Background: an optimization exercise with open tools, aiming at small area. Do not read the settings as production practice. Only simulation tests tie the RTL to the original design; equivalence was not proved. The flow treats the clock pin as an ideal source. Dropping or thinning the clock tree relies on that and would not hold on a real chip. No activity file was given, so power comes from the tool's default toggle rates.

==> flow/design.v (excerpt) <==
module beebc_core (
    input  wire       clk,
    input  wire       rst,         
    output wire [3:0] mem_addr,
    input  wire [7:0] mem_rdata,
    output wire [7:0] mem_wdata,
    output wire       mem_we,
    output wire [7:0] out,
    output wire       out_strobe,
    output wire       halted
);
For scale: about 30 flip-flops, roughly 1500 um2 of cells after synthesis.
export LEC_CHECK = 0
export CAP_MARGIN = 20
export CORE_MARGIN = 2
export CORE_UTILIZATION = 50
export SLEW_MARGIN = 20
export BUFFER_PORTS_ARGS = -buffer_cell sky130_fd_sc_hd__buf_1
export CTS_ARGS = -repair_clock_nets -buf_list sky130_fd_sc_hd__clkbuf_4 -dont_use_dummy_load -sink_buffer_max_cap_derate 1.0
export POST_CTS_TCL = /design/flow/flow/collapse.tcl
export COLLAPSE_ROOT_CELL = sky130_fd_sc_hd__clkbuf_16
create_clock -name core_clock -period 8.0 [get_ports {clk}]
standard.sh (not shown) runs the stock make flow with config.mk's settings and CLKGATE_MAP_FILE= SYNTH_SCRIPT=/design/flow/synth_recipe.tcl, a recipe that flattens the netlist after the stock synthesis.
==> flow/flow/run.sh <==
#!/bin/bash
# The standard ORFS layout (standard.sh), with three changes:
#  - synthesis maps the logic with the area-oriented ABC script in
#    flow/abc_area.abc instead of ORFS's speed script (the rest of the
#    standard synthesis, synth_recipe.tcl, is unchanged: same registers, same
#    flattening and renaming);
#  - the port buffers are the smallest buffer cell, sky130_fd_sc_hd__buf_1;
#  - clock tree synthesis options (CTS_ARGS below), after which
#    flow/collapse.tcl (run by ORFS as the POST_CTS_TCL hook) merges the
#    clock tree into one buffer, a sky130_fd_sc_hd__clkbuf_16, that drives every register.

# The make output of every step goes to standard.log in this folder; ORFS's
# own per-step logs stay under orfs/logs.
set -euo pipefail
here=$(pwd)
export MY_ABC_SCRIPT=$here/flow/abc_area.abc
{
  head -n 1 synth_recipe.tcl
  cat <<'TCL'
proc abc {args} {
  set i [lsearch -exact $args -script]
  if {$i >= 0} { set args [lreplace $args $i [expr {$i + 1}] -script $::env(MY_ABC_SCRIPT)] }
  yosys abc {*}$args
}
TCL
  tail -n +2 synth_recipe.tcl
} > my_synth.tcl
sed "s#SYNTH_SCRIPT=[^ ]*synth_recipe.tcl#SYNTH_SCRIPT=$here/my_synth.tcl#" standard.sh > my_standard.sh
grep -q "SYNTH_SCRIPT=$here/my_synth.tcl" my_standard.sh
echo 'export BUFFER_PORTS_ARGS = -buffer_cell sky130_fd_sc_hd__buf_1' >> config.mk
CTS_ARGS="-repair_clock_nets -buf_list sky130_fd_sc_hd__clkbuf_4 -dont_use_dummy_load -sink_buffer_max_cap_derate 1.0"
if [ -n "$CTS_ARGS" ]; then echo "export CTS_ARGS = $CTS_ARGS" >> config.mk; fi
echo "export POST_CTS_TCL = $here/flow/collapse.tcl" >> config.mk
echo 'export COLLAPSE_ROOT_CELL = sky130_fd_sc_hd__clkbuf_16' >> config.mk
bash my_standard.sh > standard.log 2>&1
==> flow/flow/abc_area.abc <==
strash
dch
amap
topo

==> flow/flow/collapse.tcl <==
# Collapse the clock tree built by CTS into its root buffer: every sink of a
# leaf buffer moves to the root buffer's output net, and the leaf buffers
# (and any dummy loads) are removed. The root buffer is then resized to the
# cell named by COLLAPSE_ROOT_CELL, if set.
set block [ord::get_db_block]
set root [$block findInst clkbuf_0_clk]
if {$root == "NULL"} { error "collapse: no root clock buffer clkbuf_0_clk" }
set rootnet [[$root findITerm X] getNet]
set n 0
foreach inst [$block getInsts] {
  set name [$inst getName]
  if {$inst == $root} continue
  if {[string match "clkbuf_*_clk" $name] || [string match "clkload*" $name]} {
    set xterm ""
    foreach it [$inst getITerms] { if {[$it isOutputSignal]} { set xterm $it } }
    if {$xterm != ""} {
      set outnet [$xterm getNet]
      if {$outnet != "NULL"} {
        foreach it [$outnet getITerms] {
          if {$it != $xterm} { $it disconnect; $it connect $rootnet }
        }
      }
    }
    foreach it [$inst getITerms] { $it disconnect }
    odb::dbInst_destroy $inst
    if {$xterm != "" && $outnet != "NULL"} { odb::dbNet_destroy $outnet }
    incr n
  }
}
puts "collapse: removed $n clock tree cells"
if {[info exists ::env(COLLAPSE_ROOT_CELL)]} {
  $root swapMaster [[ord::get_db] findMaster $::env(COLLAPSE_ROOT_CELL)]
}
# The root buffer may have grown: legalize the placement again.
detailed_placement
check_placement -verbose
The starting point finished clean.
Rerun with:
--- a/flow/flow/run.sh
+++ b/flow/flow/run.sh
@@ -10 +10 @@
-#    clock tree into one buffer, a sky130_fd_sc_hd__clkbuf_16, that drives every register.
+#    clock tree into one buffer, a sky130_fd_sc_hd__buf_12, that drives every register.
@@ -34 +34 @@
-echo 'export COLLAPSE_ROOT_CELL = sky130_fd_sc_hd__clkbuf_16' >> config.mk
+echo 'export COLLAPSE_ROOT_CELL = sky130_fd_sc_hd__buf_12' >> config.mk
Settings changed: COLLAPSE_ROOT_CELL sky130_fd_sc_hd__clkbuf_16 to sky130_fd_sc_hd__buf_12, CORE_UTILIZATION 50 to 40.
Area after synthesis is unchanged.
Sequential power barely changes.
Total power goes down slightly.
Maximum frequency shrinks slightly.
Non-clock buffer count does not change.
Worst setup slack got worse by 51 ps.
Sequential share of layout area shrinks by 0.38 points.
Register-to-register slack is about the same.
Rerun with:
--- a/flow/flow/run.sh
+++ b/flow/flow/run.sh
@@ -8,4 +8 @@
-#  - clock tree synthesis options (CTS_ARGS below), after which
-#    flow/collapse.tcl (run by ORFS as the POST_CTS_TCL hook) merges the
-#    clock tree into one buffer, a sky130_fd_sc_hd__buf_12, that drives every register.
-
+#  - clock tree synthesis options (CTS_ARGS below).
@@ -33,2 +29,0 @@
-echo "export POST_CTS_TCL = $here/flow/collapse.tcl" >> config.mk
-echo 'export COLLAPSE_ROOT_CELL = sky130_fd_sc_hd__buf_12' >> config.mk
Settings changed: COLLAPSE_ROOT_CELL sky130_fd_sc_hd__buf_12 to not set, POST_CTS_TCL /design/flow/flow/collapse.tcl to not set.
removed: flow/flow/collapse.tcl
Register-to-register slack stays flat.
Synthesized cell count does not change.
First-iteration DRC count fell by about 43%.
Core utilization came out higher by 0.49 points.
Routed wire length goes up by about 0.65%.
Rerun with:
--- a/flow/flow/run.sh
+++ b/flow/flow/run.sh
@@ -8 +8,4 @@
-#  - clock tree synthesis options (CTS_ARGS below).
+#  - clock tree synthesis options (CTS_ARGS below), after which
+#    flow/collapse.tcl (run by ORFS as the POST_CTS_TCL hook) merges the
+#    clock tree into one buffer, a sky130_fd_sc_hd__clkbuf_16, that drives every register.
+
@@ -29,0 +33,2 @@
+echo "export POST_CTS_TCL = $here/flow/collapse.tcl" >> config.mk
+echo 'export COLLAPSE_ROOT_CELL = sky130_fd_sc_hd__clkbuf_16' >> config.mk
==> flow/flow/collapse.tcl (new file) <==
# Collapse the clock tree built by CTS into its root buffer: every sink of a
# leaf buffer moves to the root buffer's output net, and the leaf buffers
# (and any dummy loads) are removed. The root buffer is then resized to the
# cell named by COLLAPSE_ROOT_CELL, if set.
set block [ord::get_db_block]
set root [$block findInst clkbuf_0_clk]
if {$root == "NULL"} { error "collapse: no root clock buffer clkbuf_0_clk" }
set rootnet [[$root findITerm X] getNet]
set n 0
foreach inst [$block getInsts] {
  set name [$inst getName]
  if {$inst == $root} continue
  if {[string match "clkbuf_*_clk" $name] || [string match "clkload*" $name]} {
    set xterm ""
    foreach it [$inst getITerms] { if {[$it isOutputSignal]} { set xterm $it } }
    if {$xterm != ""} {
      set outnet [$xterm getNet]
      if {$outnet != "NULL"} {
        foreach it [$outnet getITerms] {
          if {$it != $xterm} { $it disconnect; $it connect $rootnet }
        }
      }
    }
    foreach it [$inst getITerms] { $it disconnect }
    odb::dbInst_destroy $inst
    if {$xterm != "" && $outnet != "NULL"} { odb::dbNet_destroy $outnet }
    incr n
  }
}
puts "collapse: removed $n clock tree cells"
if {[info exists ::env(COLLAPSE_ROOT_CELL)]} {
  $root swapMaster [[ord::get_db] findMaster $::env(COLLAPSE_ROOT_CELL)]
}
Settings changed: COLLAPSE_ROOT_CELL set to sky130_fd_sc_hd__clkbuf_16, CORE_UTILIZATION 40 to 65, POST_CTS_TCL set to /design/flow/flow/collapse.tcl.
The new run went through all stages and came out clean.
Die area decreases by 36%.
Clock skew is lower by 11 ps.
Routed wire length falls by 3.2%.
Clock power goes down by 21%.
Via count increases by 5.0%.
Cell area decreases by 2.3%.
Count of clock-buffer cells in the layout went down by 4.
Rerun with:
--- a/flow/flow/run.sh
+++ b/flow/flow/run.sh
@@ -10 +10 @@
-#    clock tree into one buffer, a sky130_fd_sc_hd__clkbuf_16, that drives every register.
+#    clock tree into one buffer, a sky130_fd_sc_hd__buf_12, that drives every register.
@@ -34 +34 @@
-echo 'export COLLAPSE_ROOT_CELL = sky130_fd_sc_hd__clkbuf_16' >> config.mk
+echo 'export COLLAPSE_ROOT_CELL = sky130_fd_sc_hd__buf_12' >> config.mk
==> flow/flow/abc_area.abc (replaced) <==
strash
dch
amap -F 20 -A 40 -C 1000
topo

--- a/flow/flow/collapse.tcl
+++ b/flow/flow/collapse.tcl
@@ -33,0 +34,3 @@
+# The root buffer may have grown: legalize the placement again.
+detailed_placement
+check_placement -verbose
Settings changed: COLLAPSE_ROOT_CELL sky130_fd_sc_hd__clkbuf_16 to sky130_fd_sc_hd__buf_12, CORE_UTILIZATION 65 to 40.
After rerunning: Core utilization goes down by 28 points. Maximum frequency goes down by 11%. Final area increases by 1.0%. Total power falls by 1.3%. Clock skew stays flat. Via count decreases by 1.6%. Synthesized area hardly moves. Routed wire length goes up by 6.8%. Worst setup slack loses 660 ps. Clock power falls by about 3%.

[static timing again, ports no longer ideal]
The flow's constraints put no driver on any port. The routed layouts listed below were extracted and timed again, unchanged, in two steps. Step 1 assumes that a clkbuf_16 drives the clock port and a buf_2 every other input. Step 2 times the ports against the registers' clock, not the clock port: input delays grow and output delays shrink by t, the midpoint of the rising clock arrivals with the driver on. Slacks: ideal ports / drivers / drivers and shift; pairs: ideal ports / drivers.
run | shift t [ns] | setup slack, ns | worst slew at a driven data input, ns | cell pins on the clock port's net
the first run | 0.200 | 2.962 / 2.964 / 2.764 | 0.03 | 1
the second run | 0.170 | 2.911 / 2.920 / 2.749 | 0.03 | 1
the third run | 0.345 | 3.070 / 3.069 / 2.725 | 0.03 | 1
the fourth run | 0.194 | 2.863 / 2.862 / 2.668 | 0.04 | 1
the fifth run | 0.174 | 2.208 / 2.219 / 2.045 | 0.03 | 1
After both steps setup and hold are still met in every run listed. The setup slack of the third run, which loses most, moves by -0.001 ns with the drivers and by -0.345 ns with both steps.
